This is an optimization exercise on Yosys and OpenROAD, whose aim is small area, not a production implementation.
The RTL was checked by simulation tests, not by an equivalence proof against the original design.
The flow treats the clock pin as an ideal source, which a real chip does not have.
No activity file was given, so power comes from the tool's default toggle rates.

## flow/flow/run.sh

```bash
#!/bin/bash
# The standard layout, with every port buffered by the smallest buffer
# (sky130_fd_sc_hd__buf_1), a clock tree of clkbuf_8 without dummy loads,
# and neighbouring constant outputs sharing tie cells (flow/share_ties.tcl).
set -euo pipefail
export BUFFER_PORTS_ARGS="-buffer_cell sky130_fd_sc_hd__buf_1"
export CTS_ARGS="-sink_clustering_enable -repair_clock_nets -sink_clustering_size 8 -buf_list sky130_fd_sc_hd__clkbuf_8 -dont_use_dummy_load"
export PRE_GLOBAL_PLACE_TCL="$PWD/flow/share_ties.tcl"
bash standard.sh finish > standard.log 2>&1
```

## flow/flow/share_ties.tcl

```tcl
# PRE GLOBAL_PLACE hook: after the pins are placed, let one tie cell drive a
# run of neighbouring constant output ports of the same value, instead of
# one tie cell per port. Only ties whose net drives nothing but one port
# are merged. The yosys buffers between ties and ports are removed first,
# as global placement does next anyway.
remove_buffers
set block [ord::get_db_block]
set die [$block getDieArea]
set W [expr {[$die xMax] - [$die xMin]}]
set H [expr {[$die yMax] - [$die yMin]}]
set max_gap [expr {int([env_var_or_empty SHARE_TIES_GAP_UM] eq "" ? 20 : [env_var_or_empty SHARE_TIES_GAP_UM]) * [$block getDbUnitsPerMicron]}]
set max_group [expr {[env_var_or_empty SHARE_TIES_GROUP] eq "" ? 8 : [env_var_or_empty SHARE_TIES_GROUP]}]

# position of a point along the die's edge, counter-clockwise from (0, 0)
proc edge_pos { x y W H } {
  if { $y == 0 } { return $x }
  if { $x == $W } { return [expr {$W + $y}] }
  if { $y == $H } { return [expr {$W + $H + ($W - $x)}] }
  return [expr {2 * $W + $H + ($H - $y)}]
}

set cand(HI) {}
set cand(LO) {}
foreach inst [$block getInsts] {
  if { [[$inst getMaster] getName] ne "sky130_fd_sc_hd__conb_1" } { continue }
  set used {}
  foreach port {HI LO} {
    set it [$inst findITerm $port]
    set net [$it getNet]
    if { $net ne "NULL" } { lappend used [list $port $net] }
  }
  if { [llength $used] != 1 } { continue }
  lassign [lindex $used 0] port net
  if { [llength [$net getITerms]] != 1 } { continue }
  set bterms [$net getBTerms]
  if { [llength $bterms] != 1 } { continue }
  set bt [lindex $bterms 0]
  set bpin [lindex [$bt getBPins] 0]
  set box [$bpin getBBox]
  set x [expr {([$box xMin] + [$box xMax]) / 2}]
  set y [expr {([$box yMin] + [$box yMax]) / 2}]
  # snap to the edge the pin sits on
  if { [$box xMin] <= 0 } { set x 0 } elseif { [$box xMax] >= $W } { set x $W }
  if { [$box yMin] <= 0 } { set y 0 } elseif { [$box yMax] >= $H } { set y $H }
  lappend cand($port) [list [edge_pos $x $y $W $H] $inst $net $bt]
}

puts "cand HI [llength $cand(HI)] LO [llength $cand(LO)] gap $max_gap group $max_group"
set removed 0
foreach port {HI LO} {
  set lst [lsort -integer -index 0 $cand($port)]
  set keep ""
  set last -1
  set n 0
  foreach c $lst {
    lassign $c pos inst net bt
    if { $keep ne "" && $pos - $last <= $max_gap && $n < $max_group } {
      $bt disconnect
      $bt connect $keep
      odb::dbInst_destroy $inst
      odb::dbNet_destroy $net
      incr removed
      incr n
    } else {
      set keep $net
      set n 1
    }
    set last $pos
  }
}
puts "share_ties: removed $removed tie cells"
```

## flow/standard.sh

```bash
#!/bin/bash
# synth_recipe.tcl (not shown) runs the flow's synth.tcl, then flattens the netlist and writes it again
# the make line also repeats each setting of config.mk as NAME=value (left out here)
make -C /OpenROAD-flow-scripts/flow DESIGN_CONFIG=/design/flow/config.mk WORK_HOME=/design/flow/orfs CLKGATE_MAP_FILE= SYNTH_SCRIPT=/design/flow/synth_recipe.tcl "${@:-finish}"
```

## flow/config.mk

```make
export PLATFORM = sky130hd
export DESIGN_NAME = kbot_can_engine
export DESIGN_NICKNAME = kbot_can_engine
export VERILOG_FILES = /design/flow/design.v
export SDC_FILE = /design/flow/constraint.sdc
export NUM_CORES = 4
export LEC_CHECK = 0
export CAP_MARGIN = 20
export CORE_AREA = 5 5 255 255
export DIE_AREA = 0 0 260 260
export SLEW_MARGIN = 20
```

## flow/constraint.sdc

```tcl
create_clock -name core_clock -period 10.0 [get_ports {clk}]
set_input_delay 2.0000 -clock core_clock [delete_from_list [all_inputs] [get_ports {clk}]]
set_output_delay 2.0000 -clock core_clock [all_outputs]
set_load 0.01 [all_outputs]
```

## flow/design.v

```verilog
module kce_codec (
    input  wire [3:0]  op,
    input  wire [7:0]  arg,
    input  wire [28:0] raw_id,
    input  wire [63:0] data,
    input  wire [15:0] fault,
    output wire        dec_known,
    output wire [63:0] res
);
    wire [12:0] t = raw_id[20:8];
    wire        t_hi  = (t[12:3] == 10'b10_0000_0000);
    assign dec_known  = t_hi && (t[2:0] != 3'd0) && (t[2:0] <= 3'd4);
    wire        dec_for_us = (raw_id[7:0] == 8'hAA);
    wire s_enc  = (op == 4'h1);
    wire s_dec  = (op == 4'h2);
    wire s_ctl  = (op == 4'h3);
    wire s_flt  = (op == 4'h7);
    wire s_dat  = op[2] & (op[1] ^ op[0]);      
    wire s_dat_hi = op[1] ^ op[0];
    wire s_ctl_hi = op[1] & op[0];
    wire [12:0] enc_t = {10'b10_0000_0000, arg[1] & arg[0], arg[1] ^ arg[0], ~arg[0]};
    wire [29:0] enc_id = {1'b1, 8'd0, enc_t, 8'hAA};
    wire [29:0] dec_res = {5'd0, t[2] | (t[1] & t[0]), ~t[0], dec_known, dec_for_us, t, raw_id[7:0]};
    wire [29:0] flt_res = {22'd0, fault[7:0]};
    wire [29:0] ctl_res = {5'd0, arg[4], 7'd0, arg[5], 7'd0, arg[6], 7'd0, arg[7]};
    genvar i;
    generate
        for (i = 0; i < 64; i = i + 1) begin : g_bit
            if (i >= 30) begin : g_hi
                if (i % 8 == 0) begin : g_flag
                    assign res[i] = (s_dat_hi & data[i]) | (s_ctl_hi & arg[(56 - i) / 8]);
                end else begin : g_plain
                    assign res[i] = s_dat_hi & data[i];
                end
            end else begin : g_lo
                assign res[i] = (s_dat & data[i]) | (s_enc & enc_id[i]) | (s_dec & dec_res[i]) |
                                (s_ctl & ctl_res[i]) | (s_flt & flt_res[i]);
            end
        end
    endgenerate
endmodule
module kce_seq (
    input  wire        clk,
    input  wire        rst,
    input  wire        start_q,
    input  wire        start_s,
    input  wire [31:0] start_timeout,
    input  wire        start_tdef,
    input  wire        cancel,
    input  wire        tick,
    input  wire        cu_send,      
    output wire        idle,
    output wire        tx_req,
    output wire        tx_qry,       
    output wire        tx_auto,      
    input  wire        tx_ready,
    input  wire        tx_err,
    output wire        rx_valid,
    output wire        rx_stream,
    input  wire        rx_ready,
    input  wire [1:0]  rx_kind,
    input  wire [28:0] rx_id,
    input  wire [3:0]  rx_len,
    input  wire [63:0] rx_data,
    output wire        done_valid,
    output wire [2:0]  done_code,
    output wire        done_pw_valid,
    output wire        done_dis_failed,
    output reg         sink_valid,
    output reg         snap_st_valid,
    output reg  [63:0] snap_st,
    output reg         snap_pw_valid,
    output reg  [63:0] snap_pw
);
    localparam [2:0] IDLE = 3'b000, Q_SEND = 3'b001, Q_RECV = 3'b010,
                     S_CHECK = 3'b100, S_ENABLE = 3'b101, S_RECV = 3'b110, S_DISABLE = 3'b111;
    reg [2:0]  phase;
    reg [31:0] remain;       
    reg        passed;       
    reg        cancel_req;
    reg        qp_valid;
    assign idle      = (phase == IDLE);
    assign tx_req    = phase[0];
    assign tx_qry    = ~phase[2];
    assign tx_auto   = phase[2] & ~phase[1];
    assign rx_valid  = phase[1] & ~phase[0];
    assign rx_stream = phase[2];
    wire tx_done = tx_ready & phase[0];
    wire rx_done = rx_ready & rx_valid;
    wire rx_use     = rx_done && (rx_kind == 2'd1) && (rx_id[7:0] == 8'hAA) &&
                      (rx_len[3]) && (rx_id[20:11] == 10'b10_0000_0000);
    wire got_status = rx_use && (rx_id[10:8] == 3'd3);
    wire got_power  = rx_use && (rx_id[10:8] == 3'd4);
    wire rx_fail    = rx_kind[1];
    assign done_valid = (tx_done & (tx_err | phase[1])) |
                        (rx_done & (rx_fail | (~phase[2] & (got_status | passed))));
    assign done_code  = {1'b0,
                         ~phase[0] & ~rx_fail & ~got_status,
                         phase[0] ? ~phase[1] : rx_fail};
    assign done_pw_valid   = qp_valid;
    assign done_dis_failed = tx_err & phase[1] & phase[0];
    wire        count = tick & (phase == Q_RECV) & ~passed & ~(&remain);
    wire [32:0] low_set;
    assign low_set[0] = 1'b0;
    genvar i;
    generate
        for (i = 0; i < 32; i = i + 1) begin : g_borrow
            assign low_set[i + 1] = low_set[i] | remain[i];
        end
    endgenerate
    wire [31:0] flip = {32{count}} & ~low_set[31:0];
    always @(posedge clk) begin
        remain <= idle ? (start_tdef ? 32'd1000 : start_timeout) : (remain ^ flip);
        passed <= ~idle & (passed | (count & ~low_set[32]));
        if (got_status) snap_st <= rx_data;
        if (got_power)  snap_pw <= rx_data;
    end
    always @(posedge clk) begin
        if (rst) begin
            phase         <= IDLE;
            cancel_req    <= 1'b0;
            qp_valid      <= 1'b0;
            snap_st_valid <= 1'b0;
            snap_pw_valid <= 1'b0;
            sink_valid    <= 1'b0;
        end else begin
            sink_valid <= rx_done & phase[2] & (got_status | got_power);
            if (got_status) snap_st_valid <= 1'b1;
            if (got_power) begin
                snap_pw_valid <= 1'b1;
                qp_valid      <= 1'b1;
            end
            if (start_s)     cancel_req <= 1'b0;
            else if (cancel) cancel_req <= 1'b1;
            if (start_q) qp_valid <= 1'b0;
            case (phase)
                IDLE: begin
                    if (start_q)      phase <= Q_SEND;
                    else if (start_s) phase <= S_ENABLE;
                end
                Q_SEND:   if (tx_done) phase <= tx_err ? IDLE : Q_RECV;
                Q_RECV:   if (done_valid) phase <= IDLE;
                S_ENABLE: if (tx_done) phase <= tx_err ? IDLE : S_RECV;
                S_RECV:   if (rx_done) phase <= rx_fail ? IDLE : S_CHECK;
                S_CHECK: begin
                    if (!cancel_req)  phase <= S_RECV;
                    else if (!cu_send) phase <= S_DISABLE;
                end
                S_DISABLE: if (tx_done) phase <= IDLE;
                default: phase <= IDLE;
            endcase
        end
    end
endmodule
module kbot_can_engine (
    input  wire        clk,
    input  wire        rst,
    input  wire        cmd_valid,
    output wire        cmd_ready,
    input  wire [3:0]  cmd_op,
    input  wire [7:0]  cmd_arg,
    input  wire [28:0] cmd_id,
    input  wire [3:0]  cmd_len,
    input  wire [63:0] cmd_data,
    input  wire [15:0] cmd_fault,
    input  wire [31:0] cmd_timeout,
    input  wire        cmd_tdef,
    output reg         cpl_valid,
    output reg  [2:0]  cpl_code,
    output wire [63:0] cpl_res,
    output wire        open_valid,
    input  wire        open_ready,
    input  wire        open_err,
    output wire        tx_valid,
    output wire [28:0] tx_id,
    output wire [63:0] tx_data,
    input  wire        tx_ready,
    input  wire        tx_err,
    output wire        rx_valid,
    output wire [9:0]  rx_wait,
    input  wire        rx_ready,
    input  wire [1:0]  rx_kind,
    input  wire [28:0] rx_id,
    input  wire        rx_ide,
    input  wire [3:0]  rx_len,
    input  wire [63:0] rx_data,
    input  wire        tick,
    output wire        done_valid,
    output wire [2:0]  done_code,
    output wire [63:0] done_st,
    output wire        done_pw_valid,
    output wire [63:0] done_pw,
    output wire        done_dis_failed,
    output wire        sink_valid,
    output wire        sink_st_valid,
    output wire [63:0] sink_st,
    output wire        sink_pw_valid,
    output wire [63:0] sink_pw
);
    localparam [3:0] OP_CONNECT = 4'h8, OP_SENDCTL = 4'h9, OP_SENDQRY = 4'hA,
                     OP_QRYSTS = 4'hB, OP_STREAM = 4'hC, OP_CANCEL = 4'hD;
    localparam [2:0] C_OK = 3'd0, C_TERR = 3'd1, C_DECLEN = 3'd3, C_UNREC = 3'd4,
                     C_BUSY = 3'd5, C_ILLEGAL = 3'd6;
    localparam [1:0] CU_IDLE = 2'b00, CU_OPEN = 2'b01, CU_SCTL = 2'b10, CU_SQRY = 2'b11;
    reg [1:0] cu_state;
    reg       connected;
    reg [7:0] snd_flags;     
    wire cu_idle = (cu_state == CU_IDLE);
    wire cu_send = cu_state[1];
    wire cmd_fire = cmd_valid & cu_idle;
    assign cmd_ready = cu_idle;
    assign open_valid = (cu_state == CU_OPEN);
    wire dec_known;
    kce_codec u_codec (
        .op(cmd_op), .arg(cmd_arg), .raw_id(cmd_id), .data(cmd_data), .fault(cmd_fault),
        .dec_known(dec_known), .res(cpl_res)
    );
    wire seq_idle, seq_tx_req, seq_tx_qry, seq_tx_auto, rx_stream;
    wire start_q = cmd_fire && cmd_op == OP_QRYSTS && seq_idle && connected;
    wire start_s = cmd_fire && cmd_op == OP_STREAM && seq_idle && connected;
    wire cancel  = cmd_fire && cmd_op == OP_CANCEL;
    kce_seq u_seq (
        .clk(clk), .rst(rst),
        .start_q(start_q), .start_s(start_s),
        .start_timeout(cmd_timeout), .start_tdef(cmd_tdef),
        .cancel(cancel), .tick(tick), .cu_send(cu_send),
        .idle(seq_idle),
        .tx_req(seq_tx_req), .tx_qry(seq_tx_qry), .tx_auto(seq_tx_auto),
        .tx_ready(tx_ready), .tx_err(tx_err),
        .rx_valid(rx_valid), .rx_stream(rx_stream), .rx_ready(rx_ready),
        .rx_kind(rx_kind), .rx_id(rx_id), .rx_len(rx_len), .rx_data(rx_data),
        .done_valid(done_valid), .done_code(done_code),
        .done_pw_valid(done_pw_valid), .done_dis_failed(done_dis_failed),
        .sink_valid(sink_valid),
        .snap_st_valid(sink_st_valid), .snap_st(sink_st),
        .snap_pw_valid(sink_pw_valid), .snap_pw(sink_pw)
    );
    assign done_st = rx_data;
    assign done_pw = sink_pw;
    assign rx_wait = rx_stream ? 10'd500 : 10'd100;
    wire cu_tx_on = cu_send & ~seq_tx_req;
    wire tx_qry   = seq_tx_req ? seq_tx_qry : cu_state[0];
    wire [7:0] tx_flags = seq_tx_req ? {1'b0, seq_tx_auto, 6'd0} : (snd_flags & {8{~cu_state[0]}});
    assign tx_valid = cu_send | seq_tx_req;
    assign tx_id    = {8'd0, 11'b1_0000_0000_00, tx_qry, ~tx_qry, 8'hAA};
    assign tx_data  = {7'd0, tx_flags[0], 7'd0, tx_flags[1], 7'd0, tx_flags[2], 7'd0, tx_flags[3],
                       7'd0, tx_flags[4], 7'd0, tx_flags[5], 7'd0, tx_flags[6], 7'd0, tx_flags[7]};
    always @(*) begin
        cpl_valid = 1'b0;
        cpl_code  = C_OK;
        if (cu_state == CU_OPEN) begin
            cpl_valid = open_ready;
            cpl_code  = open_err ? C_TERR : C_OK;
        end else if (cu_send) begin
            cpl_valid = cu_tx_on & tx_ready;
            cpl_code  = tx_err ? C_TERR : C_OK;
        end else begin
            case (cmd_op)
                OP_CONNECT: begin
                    cpl_valid = cmd_valid & ~seq_idle;
                    cpl_code  = C_BUSY;
                end
                OP_SENDCTL, OP_SENDQRY: begin
                    cpl_valid = cmd_valid & ~connected;
                    cpl_code  = C_TERR;
                end
                OP_QRYSTS, OP_STREAM: begin
                    cpl_valid = cmd_valid & ~(seq_idle & connected);
                    cpl_code  = seq_idle ? C_TERR : C_BUSY;
                end
                OP_CANCEL: ;
                4'h0, 4'hE, 4'hF: begin
                    cpl_valid = cmd_valid;
                    cpl_code  = C_ILLEGAL;
                end
                4'h2: begin
                    cpl_valid = cmd_valid;
                    cpl_code  = dec_known ? C_OK : C_UNREC;
                end
                4'h5, 4'h6: begin
                    cpl_valid = cmd_valid;
                    cpl_code  = cmd_len[3] ? C_OK : C_DECLEN;
                end
                default: begin
                    cpl_valid = cmd_valid;
                    cpl_code  = C_OK;
                end
            endcase
        end
    end
    always @(posedge clk) begin
        if (cu_idle) snd_flags <= cmd_arg;
    end
    always @(posedge clk) begin
        if (rst) begin
            cu_state  <= CU_IDLE;
            connected <= 1'b0;
        end else begin
            case (cu_state)
                CU_IDLE: begin
                    if (cmd_valid) begin
                        if (cmd_op == OP_CONNECT && seq_idle)
                            cu_state <= CU_OPEN;
                        else if ((cmd_op == OP_SENDCTL || cmd_op == OP_SENDQRY) && connected)
                            cu_state <= {1'b1, cmd_op[1]};
                    end
                end
                CU_OPEN: begin
                    if (open_ready) begin
                        if (!open_err) connected <= 1'b1;
                        cu_state <= CU_IDLE;
                    end
                end
                default: begin
                    if (cu_tx_on && tx_ready) cu_state <= CU_IDLE;
                end
            endcase
        end
    end
endmodule
```

==> impl_results.md, run 1 <==
* Total Die Area at 67,600 sq um
* Mux share of post-synthesis cell area at 0.657%
* Ys async rst share at 0%
* WL per Instance at ~21 um
* Area Overhead vs Synth at 19.3%
* CTS max path bufs at 2
* Root buf cell: clkbuf_8
* Share of the synthesized area in the top cell type at 43.8%
* Hold Fails Final Rpt at 0
* Synthesized-area fraction occupied by adder cells at 0.805%
* FILL cells at 6,977
* Cell taking the most area after synthesis: edfxtp_1
* Port bufs at 584
* CTS buffer count at 17
* Post-Synthesis Cells at 857
* Multi-input logic area at 2510 sq um
* Fmax at 153 MHz
* Max-slew violation total from the final report at 0
* Status: finished clean
* Antenna Nets Post-Route at 0
* Die height at 260 um
* DR iter-0 viols at 475
* Ratio of cells with drive above 1 in the final layout at 3.12%
* Seq/Total Area, Yosys at 53.2%
* Worst-margin pin slew at 0.927 ns
* Worst hold margin at 0.472 ns
* FF+latch area at 4960 sq um
* PwrDens at 173 nW/um^2
* Mapped Avg Cell Area at 10.9 sq um
* Crit path DAT at 4.53 ns
* Period Utilization, post-route at 65.3%
* Clock latency on the worst-skew pair at 0.51 ns
* Simple-Gate Fraction of Synth Area at 13.3%
* Synth Area in XOR/XNOR at 1.60%
* Max-Cap Viols at 0
* Dominant synthesized flop cell: edfxtp_1
* Final design area excluding fillers at 11,100 sq um
* Worst Setup Path Type: input port to primary output
* Compound-Gate Fraction of Synth Area at 9.51%
* Rows at 91
* Core area at just over 60,000 sq um
* Crit-path max FO at 23
* Via count at 7,873
* Leakage at 3.39 nW
* Final WL at 44,100 um
* First-pass DRT Iterations at 5
* Register bit count reported by yosys at 180
* Initial antenna violation count at 24
* Crit. End Element: primary output
* Most instantiated library cell after synthesis: buf_4
* First-pass GRT wire length at approximately 58,000 um
* Endpoints failing setup at 0
* Starting Density at 15.1%
* Final min period at 6.53 ns
* DP HPWL at 36,700 um
* Drt via density at 3.81
* Clock slew at reported path FFs at 0.05 ns
* Post-synth EDFFs at around 140
* Setup bufs post-CTS at 0
* Cell variety after synth at 57
* Main combinational cell family by area after synthesis: buffers and inverters
* Max_slew headroom at 38.2%
* Largest cells by area after synthesis: edfxtp_1 44%, buf_4 18%, dfxtp_1 9.4%
* IO Pins at roughly 710
* # DRC at 0
* WP data required at 8.00 ns
* Gr ovfl total at 0
* Peak supply drop at 0.0000843 V
* Final #Nets at 1,492
* Fin Clk Skew at 0.0523 ns
* CTS sink count at 180
* CTS resizes at 0
* Post-Syn Area at just over 9000 sq um
* RSZ-0062 raised after global routing: false
* CTS tree: done
* Setup_tns at 0 ns
* CP startpoint kind: input port
* Synth warn at 2
* Hold WC Path Type: flip-flop to flip-flop
* Vias in the first global route at 7,319
* H-tree levels at 4
* Area after DPL at 10,900 sq um
* Largest net degree at the start of global routing at 58
* Total GRT Usage at 12.1%
* CTS Hold Bufs at 0
* Die W at 260 um
* Commonest cells post-synth: 223 x buf_4, 136 x edfxtp_1, 44 x dfxtp_1
* Placer congestion estimate at about 0.84
[logic make-up after synthesis]
kind of cell / after synthesis
AND/OR/NAND/NOR: 223
adder cells (fa/ha/maj): 6
buffers and inverters: 288
other: 2
XOR/XNOR: 17
multiplexers: 6
AO/OA/AOI/OAI: 135
flip-flops: 180
[worst max-delay path: stages]
cell	delay, ns
buf_1	0.07
nor4bb_1	0.60
nand4b_1	0.34
nor4_4	0.38
buf_4	0.34
nor2_1	0.06
o311ai_0	0.38
buf_1	0.32
[power breakdown]
group	switching [W]	internal [W]	leakage, nW	total [W]
clock	0.000246	0.000150	0.122	0.000396
combinational	0.000346	0.000207	1.66	0.000554
sequential	0.0000964	0.000878	1.60	0.000975
[through the flow]
stage	power (W)	setup WS, ns	utilization [%]	instances
global route	0.00206	3.34	18.0	2058
global placement	0.00154	3.57	17.6	2037
detailed placement	0.00155	3.47	17.6	2037
floorplan	0.00139	0.557	-	946
finish	0.00192	3.47	18.0	2067
CTS	0.00196	3.47	18.0	2054
[registers in the layout, summed over array words and instances, names as in the netlist]
name / count
u_seq.sink_valid: 1
u_seq.cancel_req: 1
u_seq.passed: 1
snd_flags: 8
u_seq.snap_st: 64
u_seq.phase: 3
u_seq.remain: 32
u_seq.snap_st_valid: 1
u_seq.snap_pw: 64
u_seq.snap_pw_valid: 1
connected: 1
cu_state: 2
u_seq.qp_valid: 1
[metal layers]
layer | wire length (um) | track usage (%)
met5 | 77 | 0
met4 | 1410 | 4.77
met3 | 4330 | 4.43
met2 | 22400 | 21.4
met1 | 15900 | 13.3
[final timing paths]
kind,start,end,slack (ns),cells after the start
setup / recovery,rx_id[0],done_valid,3.47,8
hold reg to reg,u_seq.snap_st_valid$_SDFFE_PP0P_,u_seq.snap_st_valid$_SDFFE_PP0P_,0.47,2
setup reg to reg,u_seq.phase[0]$_SDFFE_PP0P_,u_seq.remain[28]$_DFF_P_,6.84,6
hold / removal,u_seq.snap_st_valid$_SDFFE_PP0P_,u_seq.snap_st_valid$_SDFFE_PP0P_,0.47,2
[placed cells by master (no fill, tap or decap), types with 17 or more instances in the layout]
| cell type | instances |
|---|---|
| conb_1 | 17 |
| edfxtp_1 | 136 |
| o21ai_0 | 27 |
| a21oi_1 | 36 |
| nor2_1 | 29 |
| nand3_1 | 23 |
| and2_1 | 40 |
| inv_1 | 21 |
| dfxtp_1 | 44 |
| nand2_1 | 35 |
| nor4_1 | 17 |
| buf_1 | 584 |
| clkbuf_8 | 17 |
[final cells by class]
cell class	instances	share of cell area [%]
sequential	180	44.6
multi-input combinational	404	22.5
timing repair buffer	594	20.4
tap	837	9.41
clock buffer	17	2.10
inverter	22	0.742
antenna	13	0.292
==> run 2, diff against run 1 <==
==> flow/flow/run.sh (replaced) <==
#!/bin/bash
# The standard layout (standard.sh) with these changes:
#  - synthesis is the standard one, except that ABC maps the logic with an
#    area-oriented script (flow/abc_area.script) instead of abc_speed.script;
#  - every port is buffered by the smallest buffer (sky130_fd_sc_hd__buf_1);
#  - the clock tree uses clkbuf_8 and no dummy loads;
#  - neighbouring constant outputs share tie cells (flow/share_ties.tcl).
# Each step's full output goes to a log file here (synth.log, standard.log)
# and ORFS's own logs under orfs/logs/.
set -euo pipefail
export BUFFER_PORTS_ARGS="-buffer_cell sky130_fd_sc_hd__buf_1"
export CTS_ARGS="-sink_clustering_enable -repair_clock_nets -sink_clustering_size 8 -buf_list sky130_fd_sc_hd__clkbuf_8 -dont_use_dummy_load"
export PRE_GLOBAL_PLACE_TCL="$PWD/flow/share_ties.tcl"
rm -rf scripts_area
cp -r "$FLOW_HOME/scripts" scripts_area
cp flow/abc_area.script scripts_area/abc_speed.script
SCRIPTS_DIR="$PWD/scripts_area" bash standard.sh synth > synth.log 2>&1
bash standard.sh finish > standard.log 2>&1
==> flow/flow/abc_area.script (new file) <==
strash
&get -n
&fraig -x
&put
scorr
dc2
strash
&get -n
&dch -f
&nf -a -R 1000
&put
==> run 2 against run 1 <==
  * Combinational power barely moved
  * Power increased by 1.2%
  * Utilization is 0.63 points lower
  * Clock skew decreased by 0.018 ns
  * Sequential power increased by 1%
  * Largest cell class unchanged
  * Largest power group unchanged
  * Highest routed layer unchanged
==> impl_results.md, run 2 <==
* Status: finished clean
* Final #Nets at 1,454
* CP max stage delay at 0.51 ns
* Final min period at about 7.7 ns
* Post-Synthesis Cells at 779
* Initial antenna violation count at 11
* Leakage at 3.25 nW
* Internal power at 0.00124 W
* Area Overhead vs Synth at 21.9%
* Clock slew at reported path FFs at 0.08 ns
* # DRC at 0
* Multi-input logic area at 2200 sq um
* Gr ovfl total at 0
* CTS Hold Bufs at 0
* Fmax at 129 MHz
* Port bufs at 584
* Core area at 61,800 sq um
* Crit path max-delay cell type: or4_1
* Rows at 91
* Sw Share at approximately 36%
* Final design area excluding fillers at 10,700 sq um
* Endpoints failing setup at 0
* Cell variety after synth at 47
* Placer congestion estimate at between 0.8 and 0.9
* PwrDens at 181 nW/um^2
* Max-Cap Viols at 0
* Peak supply drop at about 0.000067 V
* Max_slew headroom at between 30% and 40%
* Worst Setup Path Type: input port to flip-flop
* CTS tree: done
* Crit. End Element: flip-flop
* Most frequent cells in the layout: 584 x buf_1, 136 x edfxtp_1, 63 x nand2_1, 46 x nor2_1, 44 x dfxtp_1
* CTS buffer count at 17
* DP HPWL at roughly 35,000 um
* CTS sink count at 180
* Synth warn at 2
* Setup_tns at 0 ns
* Total power draw at roughly 0.002 W
* Most common cell after layout, fill and taps aside: buf_1
* Total Die Area at a little under 70,000 sq um
* Crit path DAT at between 8 and 9 ns
* Share of the synthesized area in the top cell type at 46.3%
* Die W at 260 um
* Hold Startpoint: u_seq.snap_pw_valid$_SDFFE_PP0P_
* Hold Fails Final Rpt at 0
* NetSw at ~0.00071 W
* Crit-path max FO at 5
* Drt via density at 3.59
* WP data required at 10.44 ns
* Biggest regs: u_seq.snap_pw x64, u_seq.snap_st x64, u_seq.remain x32
* Commonest cells post-synth: 223 x buf_4, 136 x edfxtp_1, 63 x nand2_1
* Comb pwr share at 28.5%
* Mapped Avg Cell Area at 11.3 sq um
* First-pass GRT wire length at 53,400 um
* DR iter-0 viols at 394
* Clock latency on the worst-skew pair at around 0.54 ns
* Area after DPL at 10,500 sq um
* Cell Chain, Critical Path: buf_1 -> or4b_1 -> a21oi_1 -> nand2_1 -> or3_1 -> or3_1 -> or3_1 -> or3_1 -> or4_1 -> nor3_1 -> nand2b_1 -> nor3_1 -> nand2b_1 -> nor3_1 -> nand2b_1 -> nor3_1 -> nand2b_1 -> nor3_1 -> nand2b_1 -> nor3_1 -> nand2b_1 -> xor2_1 -> o21ai_0
* Sequential share of power at 50.7%
* Fin Clk Skew at 0.0342 ns
* FF+latch area at about 5000 sq um
* Clock power share at between 20% and 30%
* Die height at 260 um
* Starting Density at 14.3%
* CTS max path bufs at 2
* Dominant synthesized flop cell: edfxtp_1
* WL per Instance at 20.8 um
* CP Launch Point: tick
* Largest cells by area after synthesis: edfxtp_1 46%, buf_4 19%, dfxtp_1 10%
* First-pass DRT Iterations at 4
* Setup bufs post-CTS at 0
* Final WL at 42,000 um
* IO Pins at 707
* Critical R2R Launch: u_seq.phase[0]$_SDFFE_PP0P_
* Most instantiated library cell after synthesis: buf_4
* Ys async rst share at 0%
* Worst hold margin at approximately 0.47 ns
* H-tree levels at 4
* Period Utilization, post-route at 77.4%
* Register bit count reported by yosys at 180
* Total GRT Usage at 11.6%
* Max-slew violation total from the final report at 0
* Cell taking the most area after synthesis: edfxtp_1
* Ratio of cells with drive above 1 in the final layout at under 10%
* Hold WC Path Type: flip-flop to flip-flop
* Worst-margin pin slew at 0.959 ns
* Via count at between 7,000 and 8,000
* RSZ-0062 raised after global routing: false
* CTS resizes at 0
* Post-layout util at 17.4%
* Antenna Nets Post-Route at 0
* Seq/Total Area, Yosys at ~56%
* FILL cells at 6,905
* Vias in the first global route at between 7,000 and 8,000
* CP startpoint kind: input port
* Post-synth EDFFs at 136
* Largest net degree at the start of global routing at 58
* Post-Syn Area at 8810 sq um
* Root buf cell: clkbuf_8
-- run 2: cell count changes in the layout (fill, tap and decap cells not counted), moves of 9 or more --
cell	change
nor2_1	+17
nor4_1	-14
nand2_1	+28
nand2b_1	+9
inv_1	-21
clkinv_1	+12
nand3_1	-17
o21ai_0	+11
and2_1	-39
and2_0	+39
a21oi_1	-22
-- run 2: power by group through the flow --
stage / logic, W / registers [W] / clock network, W
detailed placement: 0.000575 / 0.00100 / 0
global placement: 0.000570 / 0.00100 / 0
global route: 0.000628 / 0.00100 / 0.000466
CTS: 0.000577 / 0.000986 / 0.000449
floorplan: 0.000370 / 0.000975 / 0
finish: 0.000555 / 0.000987 / 0.000405
-- run 2: stage by stage --
stage	cells	setup WS, ns
4_1_cts	2016	2.20
3_3_place_gp	1999	1.74
6_report	2021	2.26
3_5_place_dp	1999	1.60
2_1_floorplan	868	2.50
5_1_grt	2021	1.57
-- run 2: critical path: cells and delay by family --
family,cells,cell delay (ns)
AND/OR/NAND/NOR,19,5.64
AO/OA/AOI/OAI,2,0.31
XOR/XNOR,1,0.16
buffers and inverters,1,0.07
-- run 2: kinds of logic after synthesis --
kind of cell	Yosys count	share of synthesized area (%)
buffers and inverters	236	19.5
AND/OR/NAND/NOR	227	13.1
flip-flops	180	56.3
AO/OA/AOI/OAI	111	8.36
XOR/XNOR	17	1.69
adder cells (fa/ha/maj)	6	0.852
other	2	0.0852
-- run 2: routing by layer --
layer,global-route usage (%),wire length [um],vias to the layer above
met1,12.4,15500,3385
li1,-,-,3308
met2,20.2,20700,489
met4,7.44,2350,8
met3,3.31,3510,72
met5,0,34,-
-- run 2: cell type report --
type	instances	share of cell area (%)
inverter	13	0.454
tap	837	9.74
antenna	5	0.116
clock buffer	17	2.18
multi-input combinational	379	20.5
sequential	180	46.2
timing repair buffer	590	20.8
-- run 2: worst paths after layout --
check / endpoint / slack, ns / cells past startpoint
worst max-delay path: u_seq.remain[31]$_DFF_P_ / 2.26 / 23
worst min-delay path: u_seq.snap_pw_valid$_SDFFE_PP0P_ / 0.47 / 2
worst max register to register: u_seq.remain[31]$_DFF_P_ / 2.97 / 23
worst min register to register: u_seq.snap_pw_valid$_SDFFE_PP0P_ / 0.47 / 2
==> run 3, diff against run 2 <==
--- a/flow/design.v
+++ b/flow/design.v
@@ -117,21 +117,18 @@
     end
     always @(posedge clk) begin
+        sink_valid <= rx_done & phase[2] & (got_status | got_power);
+        if (start_s)     cancel_req <= 1'b0;
+        else if (cancel) cancel_req <= 1'b1;
+        if (start_q)        qp_valid <= 1'b0;
+        else if (got_power) qp_valid <= 1'b1;
+    end
+    always @(posedge clk) begin
         if (rst) begin
             phase         <= IDLE;
-            cancel_req    <= 1'b0;
-            qp_valid      <= 1'b0;
             snap_st_valid <= 1'b0;
             snap_pw_valid <= 1'b0;
-            sink_valid    <= 1'b0;
         end else begin
-            sink_valid <= rx_done & phase[2] & (got_status | got_power);
             if (got_status) snap_st_valid <= 1'b1;
-            if (got_power) begin
-                snap_pw_valid <= 1'b1;
-                qp_valid      <= 1'b1;
-            end
-            if (start_s)     cancel_req <= 1'b0;
-            else if (cancel) cancel_req <= 1'b1;
-            if (start_q) qp_valid <= 1'b0;
+            if (got_power)  snap_pw_valid <= 1'b1;
             case (phase)
                 IDLE: begin
--- a/flow/flow/run.sh
+++ b/flow/flow/run.sh
@@ -4,6 +4,8 @@
 #    area-oriented script (flow/abc_area.script) instead of abc_speed.script;
 #  - every port is buffered by the smallest buffer (sky130_fd_sc_hd__buf_1);
-#  - the clock tree uses clkbuf_8 and no dummy loads;
-#  - neighbouring constant outputs share tie cells (flow/share_ties.tcl).
+#  - neighbouring constant outputs share tie cells (flow/share_ties.tcl);
+#  - the clock tree is built from clkbuf_8 without dummy loads, and then each
+#    leaf buffer is sized to the smallest clkbuf that keeps its flip-flops'
+#    clock slew under 105 ps (flow/size_clock.tcl).
 # Each step's full output goes to a log file here (synth.log, standard.log)
 # and ORFS's own logs under orfs/logs/.
@@ -12,4 +14,7 @@
 export CTS_ARGS="-sink_clustering_enable -repair_clock_nets -sink_clustering_size 8 -buf_list sky130_fd_sc_hd__clkbuf_8 -dont_use_dummy_load"
 export PRE_GLOBAL_PLACE_TCL="$PWD/flow/share_ties.tcl"
+export SHARE_TIES_GAP_UM=40 SHARE_TIES_GROUP=24
+export POST_CTS_TCL="$PWD/flow/size_clock.tcl"
+export CLOCK_LEAF_SLEW_PS=105
 rm -rf scripts_area
 cp -r "$FLOW_HOME/scripts" scripts_area
==> flow/flow/size_clock.tcl (new file) <==
set target_ps 95
if { [info exists ::env(CLOCK_LEAF_SLEW_PS)] } { set target_ps $::env(CLOCK_LEAF_SLEW_PS) }
set target [expr {$target_ps * 1e-3}]
set sizes {sky130_fd_sc_hd__clkbuf_4 sky130_fd_sc_hd__clkbuf_8 sky130_fd_sc_hd__clkbuf_16}
estimate_parasitics -placement

proc leaf_loads { inst } {
  set out [get_pins -of_objects $inst -filter "direction==output"]
  set net [get_nets -of_objects $out]
  return [get_pins -of_objects $net -filter "direction==input"]
}
proc worst_slew { pins } {
  set mx 0
  foreach p $pins {
    set s [get_property $p slew_max]
    if { $s > $mx } { set mx $s }
  }
  return $mx
}
proc is_leaf { inst } {
  foreach p [leaf_loads $inst] {
    set ref [get_property [get_cells -of_objects $p] ref_name]
    if { [string match "*df*" $ref] } { return 1 }
  }
  return 0
}

if { [info exists ::env(CLOCK_ROOT_CELL)] } {
  foreach inst [get_cells -quiet clkbuf_0_*] { replace_cell $inst $::env(CLOCK_ROOT_CELL) }
}
set leaves {}
foreach inst [get_cells -quiet clkbuf_*] {
  if { [string match "sky130_fd_sc_hd__clkbuf_*" [get_property $inst ref_name]] && [is_leaf $inst] } {
    lappend leaves $inst
  }
}
# two passes: sizes of the other leaves change the tree's upper levels a little
for { set pass 0 } { $pass < 2 } { incr pass } {
  foreach inst $leaves {
    set loads [leaf_loads $inst]
    set start [expr {$pass == 0 ? 0 : [lsearch $sizes [get_property $inst ref_name]]}]
    foreach master [lrange $sizes $start end] {
      if { [get_property $inst ref_name] ne $master } { replace_cell $inst $master }
      if { [worst_slew $loads] <= $target } { break }
    }
  }
}
foreach inst $leaves {
  puts "size_clock: [get_name $inst] [get_property $inst ref_name] fanout [llength [leaf_loads $inst]] slew [format %.1f [expr {[worst_slew [leaf_loads $inst]] * 1e3}]] ps"
}
set area 0
foreach inst [get_cells -quiet clkbuf_*] { set area [expr {$area + [get_property [get_lib_cells -of_objects $inst] area]}] }
puts "size_clock: clock buffer area $area"
detailed_placement
check_placement
--- a/flow/config.mk
+++ b/flow/config.mk
@@ -9,3 +9,4 @@
 export CORE_AREA = 5 5 255 255
 export DIE_AREA = 0 0 260 260
+export GPL_TIMING_DRIVEN = 0
 export SLEW_MARGIN = 20
==> run 3 against run 2 <==
  * Still clean on timing, DRC and antenna
  * Global-route usage up 0.20 points
  * Clock power up 5.9%
  * Combinational power down 11%
  * Power down 3.0%
  * Cell count down 0.64%
  * Highest routed layer is now met4
==> impl_results.md, run 3 <==
* Placer congestion estimate at 0.813
* DR iter-0 viols at 361
* Crit path DAT at 8.26 ns
* Setup ws final at 2.20 ns
* Total Die Area at 67,600 sq um
* Clock slew at reported path FFs at 0.09 ns
* Final WL at 43,300 um
* Reg-to-Reg End: u_seq.remain[31]$_DFF_P_
* # DRC at 0
* Crit path max-delay cell type: or4_1
* CP Launch Point: tick
* Worst-margin pin slew at 1.00 ns
* Total GRT Usage at 11.8%
* Hold Fails Final Rpt at 0
* Period Utilization, post-route at 78.0%
* CP max stage delay at 0.57 ns
* Commonest cells post-synth: 223 x buf_4, 136 x edfxtp_1, 62 x nand2_1
* Max-slew violation total from the final report at 0
* Post-Synthesis Cells at 776
* Register bit count reported by yosys at 180
* Initial antenna violation count at 6
* Cell taking the most area after synthesis: edfxtp_1
* Clock latency on the worst-skew pair at 0.53 ns
* Max-Cap Viols at 0
* First-pass GRT wire length at 54,800 um
* Final min period at 7.80 ns
* CP startpoint kind: input port
* Peak supply drop at between 0.0001 and 0.00015 V
* CTS sink count at 180
* Critical path's top delay family: simple AND/OR/NAND/NOR gates
* Rows at between 90 and 100
* Seq/Total Area, Yosys at 56.4%
* Vias in the first global route at between 6,000 and 7,000
* Crit path depth at 23
* Final #Nets at 1,440
* Cell Chain, Critical Path: buf_1 -> nand4bb_1 -> a21oi_1 -> nand2_1 -> or3_1 -> or3_1 -> or3_1 -> or3_1 -> or4_1 -> nor3_1 -> nand2b_1 -> nor3_1 -> nand2b_1 -> nor3_1 -> nand2b_1 -> nor3_1 -> nand2b_1 -> nor3_1 -> nand2b_1 -> nor3_1 -> nand2b_1 -> xor2_1 -> o21ai_0
* Crit. End Element: flip-flop
* Drt via density at 3.64
* Worst setup path end: u_seq.remain[31]$_DFF_P_
* Critical R2R Launch: u_seq.phase[1]$_SDFFE_PP0P_
* Core area at 61,800 sq um
* Die height at approximately 260 um
* Post-Syn Area at 8810 sq um
* PwrDens at 175 nW/um^2
* Largest cells by area after synthesis: edfxtp_1 46%, buf_4 19%, dfxtp_1 10%
* First-pass DRT Iterations at 5
* CTS tree: done
* Most instantiated library cell after synthesis: buf_4
* Share of the synthesized area in the top cell type at roughly 46%
* Buffers & Inverters on Critical Path at 1
* Most frequent cells in the layout: 584 x buf_1, 136 x edfxtp_1, 62 x nand2_1, 45 x nor2_1, 44 x dfxtp_1
* R2r setup slk at 2.69 ns
* Post-synth EDFFs at 136
* IO Pins at 707
* WL per Instance at 21.5 um
* Status: finished clean
* Leakage at 3.25 nW
* Biggest regs: u_seq.snap_pw x64, u_seq.snap_st x64, u_seq.remain x32
* Die W at 260 um
* Starting Density at ~14%
* Cell variety after synth at 53
* Max_slew headroom at roughly a third
* Depth of the most critical reg-to-reg path at 24
* Antenna Nets Post-Route at 0
* Worst Setup Path Type: input port to flip-flop
* Pre-CTS WS at 1.70 ns
* Fin Clk Skew at 0.0219 ns
* Worst hold margin at 0.473 ns
* Area Overhead vs Synth at 22.3%
* Synth warn at 2
* Setup_tns at 0 ns
* Ys async rst share at 0%
* DP HPWL at 36,400 um
* Gr ovfl total at 0
* Most common cell after layout, fill and taps aside: buf_1
* Port bufs at 584
* Ratio of cells with drive above 1 in the final layout at 2.23%
* RSZ-0062 raised after global routing: false
* Endpoints failing setup at 0
* WP data required at 10.46 ns
* Dominant synthesized flop cell: edfxtp_1
* Largest net degree at the start of global routing at 40
* Crit-path max FO at 5
* Via count at 7,317
* Fmax at 128 MHz
* Mapped Avg Cell Area at 11.4 sq um
* Hold WC Path Type: flip-flop to flip-flop
-- run 3: cell types whose count changed after synthesis, moves of 2 or more --
cell / delta
a211oi_1: -2
a21oi_1: +4
nand3_1: +2
nand3b_1: -2
o21ai_0: -3
-- run 3: final cells by class --
| cell class | instances | area (sq um) |
|---|---|---|
| sequential | 180 | 4960 |
| inverter | 12 | 45.0 |
| tap | 837 | 1050 |
| multi-input combinational | 368 | 2170 |
| timing repair buffer | 588 | 2260 |
| clock buffer | 17 | 260 |
| fill | 7001 | 51100 |
| antenna | 6 | 15.0 |
-- run 3: per-layer routing --
layer,share of wire (%),GRT usage (%),vias up,wire (um)
li1,-,-,3301,-
met1,40,14.3,3537,17300
met2,47,19.4,432,20400
met3,8.5,3.50,47,3660
met4,4.5,5.77,0,1960
met5,0,0,-,0
-- run 3: how the worst min path moves through the flow --
stage                     depth (start not counted)                                to  slack (ns)                        startpoint
after global placement                            2  u_seq.snap_pw_valid$_SDFFE_PP0P_        0.45  u_seq.snap_pw_valid$_SDFFE_PP0P_
after floorplan                                   2              u_seq.passed$_DFF_P_        0.45              u_seq.passed$_DFF_P_
after detailed placement                          2  u_seq.snap_pw_valid$_SDFFE_PP0P_        0.46  u_seq.snap_pw_valid$_SDFFE_PP0P_
after global routing                              2  u_seq.snap_pw_valid$_SDFFE_PP0P_        0.50  u_seq.snap_pw_valid$_SDFFE_PP0P_
final                                             2  u_seq.snap_st_valid$_SDFFE_PP0P_        0.47  u_seq.snap_st_valid$_SDFFE_PP0P_
-- run 3: kinds of logic (layout without fill, tap and decap cells) --
logic type	count (synthesis)	after routing	share of synthesized area [%]
buffers and inverters	235	617	19.5
and+or+nand+nor	227	227	13.2
DFF	180	180	56.4
AOI/OAI and AO/OA	108	108	8.22
xor gates and xnor gates	17	17	1.69
adders and majority gates	6	6	0.852
other	2	15	0.0853
muxes	1	1	0.114
-- run 3: per-stage QoR --
| stage | area [sq um] | power (W) | util (%) | std cells |
|---|---|---|---|---|
| finish | 10800 | 0.00189 | 17.4 | 2008 |
| global route | 10800 | 0.00203 | 17.4 | 2006 |
| detailed placement | 10500 | 0.00149 | 17.0 | 1985 |
| global placement | 10400 | 0.00147 | 16.8 | 1981 |
| floorplan | 9140 | 0.00128 | - | 865 |
-- run 3: worst min-delay path, delay by kind of cell (launching register included) --
family	cells	cell delay, ns
DFF	1	0.33
and+or+nand+nor	2	0.11
-- run 3: power by group --
| part | total (W) | internal, W | leakage [nW] | switching, W |
|---|---|---|---|---|
| clock network | 0.000429 | 0.000172 | 0.135 | 0.000257 |
| registers | 0.000969 | 0.000883 | 1.60 | 0.0000857 |
| logic | 0.000492 | 0.000169 | 1.52 | 0.000323 |
| total | 0.00189 | 0.00122 | 3.25 | 0.000666 |
==> run 4, diff against run 3 <==
--- a/flow/config.mk
+++ b/flow/config.mk
@@ -9,4 +9,3 @@
 export CORE_AREA = 5 5 255 255
 export DIE_AREA = 0 0 260 260
-export GPL_TIMING_DRIVEN = 0
 export SLEW_MARGIN = 20
==> run 4 against run 3 <==
  * Clock-buffer cell count did not move
  * Synthesized cell count did not move
  * Sequential share of layout area rose by 0.22 points
  * Design area fell by 0.48%
  * Register-to-register slack improved by 0.15 ns
  * Global-route usage barely moved
==> impl_results.md, run 4 <==
* Status: finished clean
* Gr ovfl total at 0
* Hold path depth at 2
* Clock slew at reported path FFs at about 0.09 ns
* Synth warn at 2
* CP startpoint kind: input port
* Max-Cap Viols at 0
* WP data required at roughly 10 ns
* Drt via density at 3.60
* Port bufs at 584
* PwrDens at ~170 nW/um^2
* Depth of the most critical reg-to-reg path at 24
* Most common cell after layout, fill and taps aside: buf_1
* First-pass DRT Iterations at 6
* Crit. End Element: flip-flop
* Worst hold margin at roughly 0.47 ns
* Biggest regs: u_seq.snap_pw x64, u_seq.snap_st x64, u_seq.remain x32
* Die W at 260 um
* Cell taking the most area after synthesis: edfxtp_1
* Post-Syn Area at 8810 sq um
* Peak supply drop at 0.000119 V
* Crit path DAT at 7.85 ns
* Largest cells by area after synthesis: edfxtp_1 46%, buf_4 19%, dfxtp_1 10%
* Rows at 91
* DR iter-0 viols at between 300 and 400
* Total Die Area at 67,600 sq um
* Max-slew violation total from the final report at 0
* Seq/Total Area, Yosys at between 50% and 60%
* R2r setup slk at 2.84 ns
* WHS Endpoint: u_seq.qp_valid$_SDFFE_PP0P_
* Most frequent cells in the layout: 584 x buf_1, 136 x edfxtp_1, 62 x nand2_1, 46 x nor2_1, 44 x dfxtp_1
* Ratio of cells with drive above 1 in the final layout at 2.40%
* Initial antenna violation count at 3
* Largest net degree at the start of global routing at between 60 and 70
* Leakage at 3.25 nW
* Starting Density at 14.2%
* CTS tree: done
* Final WL at 43,100 um
* Via count at 7,225
* Reg-to-Reg End: u_seq.remain[31]$_DFF_P_
* Cell variety after synth at 53
* Vias in the first global route at 6,918
* CTS sink count at between 150 and 200
* Fmax at 135 MHz
* Mapped Avg Cell Area at 11.4 sq um
* Post-Synthesis Cells at ~780
* Worst-margin pin slew at between 1 and 1.5 ns
* # DRC at 0
* Worst Setup Path Type: input port to flip-flop
* Max_slew headroom at 27.7%
* RSZ-0062 raised after global routing: false
* Critical R2R Launch: u_seq.phase[1]$_SDFFE_PP0P_
* Clock latency on the worst-skew pair at 0.52 ns
* Final min period at 7.43 ns
* Hold Startpoint: u_seq.qp_valid$_SDFFE_PP0P_
* Final #Nets at 1,443
* Register bit count reported by yosys at 180
* IO Pins at between 700 and 800
* Share of the synthesized area in the top cell type at 46.4%
* Dominant synthesized flop cell: edfxtp_1
* Period Utilization, post-route at around 74%
* Commonest cells post-synth: 223 x buf_4, 136 x edfxtp_1, 62 x nand2_1
* Core area at 61,800 sq um
* Hold Fails Final Rpt at 0
* Post-synth EDFFs at between 100 and 150
* Hold WC Path Type: flip-flop to flip-flop
* Most instantiated library cell after synthesis: buf_4
* WL per Instance at 21.5 um
* Ys async rst share at 0%
* Setup_tns at 0 ns
* Antenna Nets Post-Route at 0
* DP HPWL at around 36,000 um
* Endpoints failing setup at 0
* Crit-path max FO at 5
* Placer congestion estimate at roughly 0.8
* Total GRT Usage at a little under an eighth
* First-pass GRT wire length at 54,900 um
* Die height at 260 um
* Fin Clk Skew at 0.0222 ns
* Area Overhead vs Synth at 21.7%
run 4: how the worst max path moves through the flow:
| stage | start | end | cells after the start |
|---|---|---|---|
| after global placement | tick | u_seq.remain[31]$_DFF_P_ | 23 |
| final | tick | u_seq.remain[31]$_DFF_P_ | 23 |
| after detailed placement | tick | u_seq.remain[31]$_DFF_P_ | 23 |
| after global routing | tick | u_seq.remain[31]$_DFF_P_ | 23 |
| after floorplan | tick | u_seq.remain[31]$_DFF_P_ | 22 |
run 4: logic make-up (layout without fill, tap and decap cells):
group                    after synthesis  after routing  share of synthesized area [%]
AO/OA/AOI/OAI                        108            108                           8.22
XOR/XNOR                              17             17                           1.69
adder cells (fa/ha/maj)                6              6                          0.852
AND/OR/NAND/NOR                      227            227                           13.2
buffers and inverters                235            620                           19.5
multiplexers                           1              1                          0.114
other                                  2             10                         0.0853
flip-flops                           180            180                           56.4
run 4: critical path, cell delays in order:
cell and delay, ns:
buf_1 0.09, nand4bb_1 0.12, a21oi_1 0.21, nand2_1 0.12, or3_1 0.38, or3_1 0.38, or3_1 0.40, or3_1 0.40
or4_1 0.57, nor3_1 0.36, nand2b_1 0.17, nor3_1 0.32, nand2b_1 0.16, nor3_1 0.34, nand2b_1 0.16, nor3_1 0.32
nand2b_1 0.16, nor3_1 0.32, nand2b_1 0.16, nor3_1 0.32, nand2b_1 0.14, xor2_1 0.16, o21ai_0 0.08
run 4: per-stage QoR:
step	power (W)	std cells	setup slack [ns]	utilization (%)	area, sq um
floorplan	0.00128	865	2.83	-	9140
global placement	0.00149	1988	2.14	16.9	10500
detailed placement	0.00149	1988	1.95	16.9	10500
global route	0.00201	2006	1.97	17.3	10700
finish	0.00188	2006	2.57	17.3	10700
run 4: cell type report:
| class | count | area (sq um) |
|---|---|---|
| tap | 837 | 1050 |
| timing repair buffer | 591 | 2240 |
| antenna | 1 | 2.50 |
| sequential | 180 | 4960 |
| fill | 7009 | 51100 |
| clock buffer | 17 | 243 |
| multi-input combinational | 368 | 2170 |
| inverter | 12 | 45.0 |
run 4: report_power, final:
group | switching (W) | internal, W | leakage [nW]
registers | 0.0000860 | 0.000883 | 1.60
logic | 0.000321 | 0.000172 | 1.52
clock network | 0.000255 | 0.000159 | 0.127
total | 0.000662 | 0.00121 | 3.25
run 4: metal layers:
metal | GRT usage [%] | vias to the layer above | part of all wire, %
met5 | 0 | - | 0
met4 | 3.77 | 0 | 2.7
met3 | 3.94 | 37 | 8.4
met2 | 20.2 | 417 | 49
met1 | 14.1 | 3473 | 40
li1 | - | 3298 | -
==> run 5, diff against run 4 <==
--- a/flow/flow/run.sh
+++ b/flow/flow/run.sh
@@ -7,5 +7,5 @@
 #  - the clock tree is built from clkbuf_8 without dummy loads, and then each
 #    leaf buffer is sized to the smallest clkbuf that keeps its flip-flops'
-#    clock slew under 105 ps (flow/size_clock.tcl).
+#    clock slew under 112 ps (flow/size_clock.tcl).
 # Each step's full output goes to a log file here (synth.log, standard.log)
 # and ORFS's own logs under orfs/logs/.
@@ -14,7 +14,7 @@
 export CTS_ARGS="-sink_clustering_enable -repair_clock_nets -sink_clustering_size 8 -buf_list sky130_fd_sc_hd__clkbuf_8 -dont_use_dummy_load"
 export PRE_GLOBAL_PLACE_TCL="$PWD/flow/share_ties.tcl"
-export SHARE_TIES_GAP_UM=40 SHARE_TIES_GROUP=24
+export SHARE_TIES_GAP_UM=60 SHARE_TIES_GROUP=32
 export POST_CTS_TCL="$PWD/flow/size_clock.tcl"
-export CLOCK_LEAF_SLEW_PS=105
+export CLOCK_LEAF_SLEW_PS=112
 rm -rf scripts_area
 cp -r "$FLOW_HOME/scripts" scripts_area
--- a/flow/config.mk
+++ b/flow/config.mk
@@ -9,3 +9,4 @@
 export CORE_AREA = 5 5 255 255
 export DIE_AREA = 0 0 260 260
+export PLACE_DENSITY = 0.35
 export SLEW_MARGIN = 20
==> run 5 against run 4 <==
  * Still clean on timing, DRC and antenna
  * Power is 0.21% higher
  * Synthesized area stayed put
  * Highest routed layer unchanged
  * Wire length is 4.5% lower
==> impl_results.md, run 5 <==
* Rows at between 90 and 100
* Register bit count reported by yosys at 180
* WL per Instance at 20.5 um
* DP HPWL at 34,000 um
* Total GRT Usage at a little under an eighth
* Max-Cap Viols at 0
* Mapped Avg Cell Area at 11.4 sq um
* Ratio of cells with drive above 1 in the final layout at approximately 2.6%
* Port bufs at 584
* DR iter-0 viols at roughly 300
* Most frequent cells in the layout: 584 x buf_1, 136 x edfxtp_1, 62 x nand2_1, 45 x nor2_1, 44 x dfxtp_1
* Antenna Nets Post-Route at 0
* Commonest cells post-synth: 223 x buf_4, 136 x edfxtp_1, 62 x nand2_1
* Worst hold margin at 0.479 ns
* Max_slew headroom at 45.3%
* Core area at roughly 62,000 sq um
* CP startpoint kind: input port
* Peak supply drop at 0.0000774 V
* Period Utilization, post-route at 74.2%
* Leakage at 3.27 nW
* Hold WC Path Type: flip-flop to flip-flop
* Die W at around 260 um
* WP data required at 10.44 ns
* Initial antenna violation count at 5
* Crit path max-delay cell type: or4_1
* Dominant synthesized flop cell: edfxtp_1
* Non-Filler Instances at 2,011
* RSZ-0062 raised after global routing: false
* Most instantiated library cell after synthesis: buf_4
* Vias in the first global route at slightly above 7,000
* Most common cell after layout, fill and taps aside: buf_1
* CTS sink count at 180
* Share of the synthesized area in the top cell type at 46.4%
* Total power draw at 0.00188 W
* PwrDens at around 170 nW/um^2
* Setup ws final at 2.58 ns
* Ys async rst share at 0%
* Setup_tns at 0 ns
* Placer congestion estimate at 0.805
* Gr ovfl total at 0
* Worst-margin pin slew at 0.800 ns
* Buffers & Inverters on Critical Path at 1
* Crit path DAT at 7.86 ns
* Drt via density at 3.59
* Critical path's top delay family: simple AND/OR/NAND/NOR gates
* Post-Syn Area at 8810 sq um
* Max-slew violation total from the final report at 0
* Fin Clk Skew at 0.0185 ns
* # DRC at 0
* Final WL at 41,200 um
* First-pass GRT wire length at 53,900 um
* Seq/Total Area, Yosys at 56.4%
* Clock latency on the worst-skew pair at 0.51 ns
* FILL cells at 7,029
* Largest net degree at the start of global routing at 41
* Worst Setup Path Type: input port to flip-flop
* Pre-CTS WS at 1.96 ns
* Area Overhead vs Synth at 22.0%
* Starting Density at roughly 14%
* Dpl cells at slightly below 2,000
* Die height at 260 um
* Biggest regs: u_seq.snap_pw x64, u_seq.snap_st x64, u_seq.remain x32
* First-pass DRT Iterations at 6
* Cell variety after synth at 53
* Crit. End Element: flip-flop
* CTS tree: done
* CP max stage delay at 0.52 ns
* Final min period at 7.42 ns
* Endpoints failing setup at 0
* Post-Synthesis Cells at 776
* IO Pins at just over 700
* Post-synth EDFFs at roughly 140
* Total Die Area at slightly below 70,000 sq um
* Status: finished clean
* Synth warn at 2
* Via count at about 7,200
* Hold Fails Final Rpt at 0
* Fmax at 135 MHz
* Largest cells by area after synthesis: edfxtp_1 46%, buf_4 19%, dfxtp_1 10%
* Cell taking the most area after synthesis: edfxtp_1
* Crit-path max FO at 5
* Cell Chain, Critical Path: buf_1 -> nand4bb_1 -> a21oi_1 -> nand2_1 -> or3_1 -> or3_1 -> or3_1 -> or3_1 -> or4_1 -> nor3_1 -> nand2b_1 -> nor3_1 -> nand2b_1 -> nor3_1 -> nand2b_1 -> nor3_1 -> nand2b_1 -> nor3_1 -> nand2b_1 -> nor3_1 -> nand2b_1 -> xor2_1 -> o21ai_0
* Final #Nets at 1,446
* Clock slew at reported path FFs at 0.09 ns
==> run 5: final cells by class <==
class                   count  area [sq um]  share of cell area (%)
flip-flops and latches    180          4960                    46.2
well taps                 837          1050                    9.74
repair buffers            594          2270                    21.2
clock buffers              17           239                    2.22
diodes                      3          7.51                  0.0698
multi-input cells         368          2170                    20.2
inverters                  12          45.0                   0.419
==> run 5: cell families after synthesis <==
logic type               count (synthesis)  share of synthesized area (%)
AO/OA/AOI/OAI                          108                           8.22
XOR/XNOR                                17                           1.69
adder cells (fa/ha/maj)                  6                          0.852
buffers and inverters                  235                           19.5
flip-flops                             180                           56.4
multiplexers                             1                          0.114
other                                    2                         0.0853
AND/OR/NAND/NOR                        227                           13.2
==> run 5: tightest hold or removal path, stage by stage, from the launching register on <==
cell and delay [ns]:
dfxtp_1 0.34, nor2_1 0.05, nor2_1 0.07
==> run 5: metal layers <==
| metal | GRT usage, % | wire, um | part of all wire, % | vias up |
|---|---|---|---|---|
| li1 | - | - | - | 3309 |
| met1 | 11.8 | 14700 | 36 | 3444 |
| met2 | 20.5 | 21100 | 51 | 414 |
| met3 | 3.30 | 3200 | 7.8 | 52 |
| met4 | 6.78 | 2220 | 5.4 | 0 |
| met5 | 0 | 0 | 0 | - |
==> run 5: per-stage QoR <==
stage / area, sq um / util [%]
floorplan: 9140 / -
global placement: 10500 / 17.0
detailed placement: 10500 / 17.0
global route: 10700 / 17.4
finish: 10800 / 17.4
==> run 5: path summary, 6_finish.rpt <==
kind	end	cells past startpoint	startpoint	slack [ns]
setup / recovery	u_seq.remain[31]$_DFF_P_	23	tick	2.58
hold reg to reg	u_seq.qp_valid$_SDFFE_PP0P_	2	u_seq.qp_valid$_SDFFE_PP0P_	0.48
hold / removal	u_seq.qp_valid$_SDFFE_PP0P_	2	u_seq.qp_valid$_SDFFE_PP0P_	0.48
setup reg to reg	u_seq.remain[31]$_DFF_P_	25	u_seq.phase[1]$_SDFFE_PP0P_	3.17
==> run 5: power breakdown <==
group,total (W),switching [W],internal (W)
Combinational,0.000494,0.000322,0.000173
Clock,0.000417,0.000262,0.000155
Sequential,0.000968,0.0000850,0.000883
==> run 6, diff against run 5 <==
--- a/flow/config.mk
+++ b/flow/config.mk
@@ -7,6 +7,5 @@
 export LEC_CHECK = 0
 export CAP_MARGIN = 20
-export CORE_AREA = 5 5 255 255
+export CORE_AREA = 65 65 195 195
 export DIE_AREA = 0 0 260 260
-export PLACE_DENSITY = 0.35
 export SLEW_MARGIN = 20
==> run 6 against run 5 <==
  * Via count rose by 7.6%
  * Clock skew increased by 0.012 ns
  * Die area unchanged
  * Largest power group unchanged
==> impl_results.md, run 6 <==
* Comb pwr share at between 20% and 30%
* Area Overhead vs Synth at 12.1%
* First-pass DRT Iterations at 7
* Status: finished clean
* Fin Clk Skew at just over 0.03 ns
* Gr ovfl total at 0
* Seq/Total Area, Yosys at a little under three fifths
* WP data required at 10.37 ns
* Crit path DAT at 7.78 ns
* Dominant synthesized flop cell: edfxtp_1
* R2r setup slk at just over 3 ns
* Critical R2R Launch: u_seq.phase[1]$_SDFFE_PP0P_
* Final min period at 7.40 ns
* Commonest cells post-synth: 223 x buf_4, 136 x edfxtp_1, 62 x nand2_1
* # DRC at 0
* Core area at 16,500 sq um
* Worst-margin pin slew at 0.954 ns
* Dpl cells at 1,370
* CTS tree: done
* Internal power at 0.00116 W
* CP Launch Point: tick
* Buffers & Inverters on Critical Path at 1
* Clock power share at 17.5%
* Largest cells by area after synthesis: edfxtp_1 46%, buf_4 19%, dfxtp_1 10%
* Rows at 47
* Clock latency on the worst-skew pair at 0.44 ns
* Worst Setup Path Type: input port to flip-flop
* First-pass GRT wire length at 87,800 um
* Peak supply drop at roughly 0.00011 V
* Cell Chain, Critical Path: buf_1 -> nand4bb_1 -> a21oi_1 -> nand2_1 -> or3_1 -> or3_1 -> or3_1 -> or3_1 -> or4_1 -> nor3_1 -> nand2b_1 -> nor3_1 -> nand2b_1 -> nor3_1 -> nand2b_1 -> nor3_1 -> nand2b_1 -> nor3_1 -> nand2b_1 -> nor3_1 -> nand2b_1 -> xor2_1 -> o21ai_0
* Endpoints failing setup at 0
* Hold Fails Final Rpt at 0
* Total Die Area at 67,600 sq um
* IO Pins at between 700 and 800
* CP startpoint kind: input port
* Crit-path max FO at 5
* Sequential share of power at 54.2%
* Cell variety after synth at 53
* Post-Syn Area at 8810 sq um
* Max_slew headroom at 36.4%
* Die W at 260 um
* Total GRT Usage at around 18%
* Mapped Avg Cell Area at ~11 sq um
* Period Utilization, post-route at 74.0%
* Drt via density at 5.55
* Die height at approximately 260 um
* Port bufs at 584
* Biggest regs: u_seq.snap_pw x64, u_seq.snap_st x64, u_seq.remain x32
* Register bit count reported by yosys at between 150 and 200
* Final WL at 73,000 um
* PwrDens at roughly 180 nW/um^2
* CP max stage delay at 0.51 ns
* Ys async rst share at 0%
* Post-synth EDFFs at 136
* Sw Share at a little over a third
* DP HPWL at 67,600 um
* Starting Density at 53.3%
* CTS sink count at 180
* Max-Cap Viols at 0
* Cell taking the most area after synthesis: edfxtp_1
* Fmax at around 140 MHz
* Max-slew violation total from the final report at 0
* Placer congestion estimate at 0.890
* Setup_tns at 0 ns
* Most common cell after layout, fill and taps aside: buf_1
* Share of the synthesized area in the top cell type at a little under half
* Clock slew at reported path FFs at 0.10 ns
* Post-Synthesis Cells at around 780
* Antenna Nets Post-Route at 0
* Largest net degree at the start of global routing at 68
* Hold WC Path Type: flip-flop to flip-flop
* Most instantiated library cell after synthesis: buf_4
* Crit path max-delay cell type: or4_1
* NetSw at 0.000622 W
* Via count at 7,765
* RSZ-0062 raised after global routing: false
* Vias in the first global route at between 6,000 and 7,000
* Critical path's top delay family: simple AND/OR/NAND/NOR gates
* Most frequent cells in the layout: 584 x buf_1, 136 x edfxtp_1, 62 x nand2_1, 46 x nor2_1, 44 x dfxtp_1
* Leakage at ~3.2 nW
* DR iter-0 viols at between 600 and 700
* Initial antenna violation count at 64
* Ratio of cells with drive above 1 in the final layout at 2.14%
* WL per Instance at between 50 and 60 um
* Final #Nets at approximately 1,400
* Hold Startpoint: u_seq.qp_valid$_SDFFE_PP0P_
* Synth warn at 2
* Non-Filler Instances at 1,398
* Crit. End Element: flip-flop
## run 6: cell counts after synthesis
No cell type changed its count.
## run 6: cell families after synthesis
family                     share of synthesized area [%]
buffers and inverters                               19.5
and+or+nand+nor                                     13.2
DFF                                                 56.4
AOI/OAI and AO/OA                                   8.22
xor gates and xnor gates                            1.69
adders and majority gates                          0.852
other                                             0.0853
muxes                                              0.114
## run 6: area by class of cell
type                            instances  area, sq um
Tap cell                              220          275
Sequential cell                       180         4960
Timing Repair Buffer                  589         2230
Clock buffer                           17          171
Multi-Input combinational cell        369         2160
Antenna cell                           11         27.5
Fill cell                            1524         6650
Inverter                               12         45.0
## run 6: routing by layer
metal	wire [um]	vias to the layer above	track usage, %
met1	21800	3627	15.4
met3	12400	159	15.4
met5	639	-	0
li1	-	3309	-
met2	37100	562	32.5
met4	1090	108	3.02
## run 6: power by group through the flow
stage               clock network (W)  logic, W  registers [W]
detailed placement                  0  0.000519       0.000979
floorplan                           0  0.000323       0.000958
finish                       0.000311  0.000505       0.000964
global route                 0.000356  0.000576       0.000976
global placement                    0  0.000519       0.000978
## run 6: final timing paths
| check | end | cells past startpoint |
|---|---|---|
| hold / removal | u_seq.qp_valid$_SDFFE_PP0P_ | 2 |
| hold reg to reg | u_seq.qp_valid$_SDFFE_PP0P_ | 2 |
| setup / recovery | u_seq.remain[31]$_DFF_P_ | 23 |
| setup reg to reg | u_seq.remain[31]$_DFF_P_ | 24 |
## run 6: per-stage QoR
stage | instance area, sq um | utilization, % | total power, W | hold slack [ns] | setup WS, ns
floorplan | 9140 | - | 0.00128 | 0.455 | 2.83
global placement | 9680 | 58.6 | 0.00150 | 0.452 | 2.25
detailed placement | 9680 | 58.6 | 0.00150 | 0.469 | 2.16
global route | 9870 | 59.7 | 0.00191 | 0.542 | 1.92
finish | 9880 | 59.8 | 0.00178 | 0.488 | 2.60
## run 6: tightest hold or removal path, stage by stage (launching register included)
cell	delay, ns
dfxtp_1	0.34
nor2_1	0.05
nor2_1	0.07

==> afterwards: timing with drivers on the ports <==
The flow's constraints put no driver on any port. The routed layouts listed below were extracted and timed again, unchanged, in two steps.
Step 1: set_driving_cell puts a clkbuf_16 on clk and a buf_2 on each other input, an assumption about the parent block.
Step 2 times the ports against the registers' clock, not the clock port: input delays grow and output delays shrink by t, the midpoint of the rising clock arrivals with the driver on.
Slacks: ideal / step 1 / step 2; pairs: ideal / step 1.
run	shift t [ns]	setup WS [ns]	worst hold slack (ns)	worst setup path at the end	latest minus earliest clock arrival (ns)
run 1	0.528	3.475 / 3.437 / 3.437	0.472 / 0.472 / 0.472	input to output	0.052 / 0.053
run 2	0.567	2.256 / 2.216 / 1.650	0.470 / 0.470 / 0.470	input to register	0.039 / 0.039
run 3	0.563	2.199 / 2.169 / 1.606	0.473 / 0.473 / 0.473	input to register	0.030 / 0.030
run 4	0.560	2.566 / 2.575 / 2.015	0.473 / 0.473 / 0.473	input to register	0.035 / 0.035
run 5	0.558	2.583 / 2.605 / 2.046	0.479 / 0.479 / 0.479	input to register	0.032 / 0.031
run 6	0.475	2.596 / 2.567 / 2.092	0.488 / 0.488 / 0.488	input to register	0.035 / 0.036
After both steps setup and hold are still met in every run listed. For run 2, which loses most, drivers alone change the setup slack by -0.040 ns; drivers and shift together by -0.606 ns.
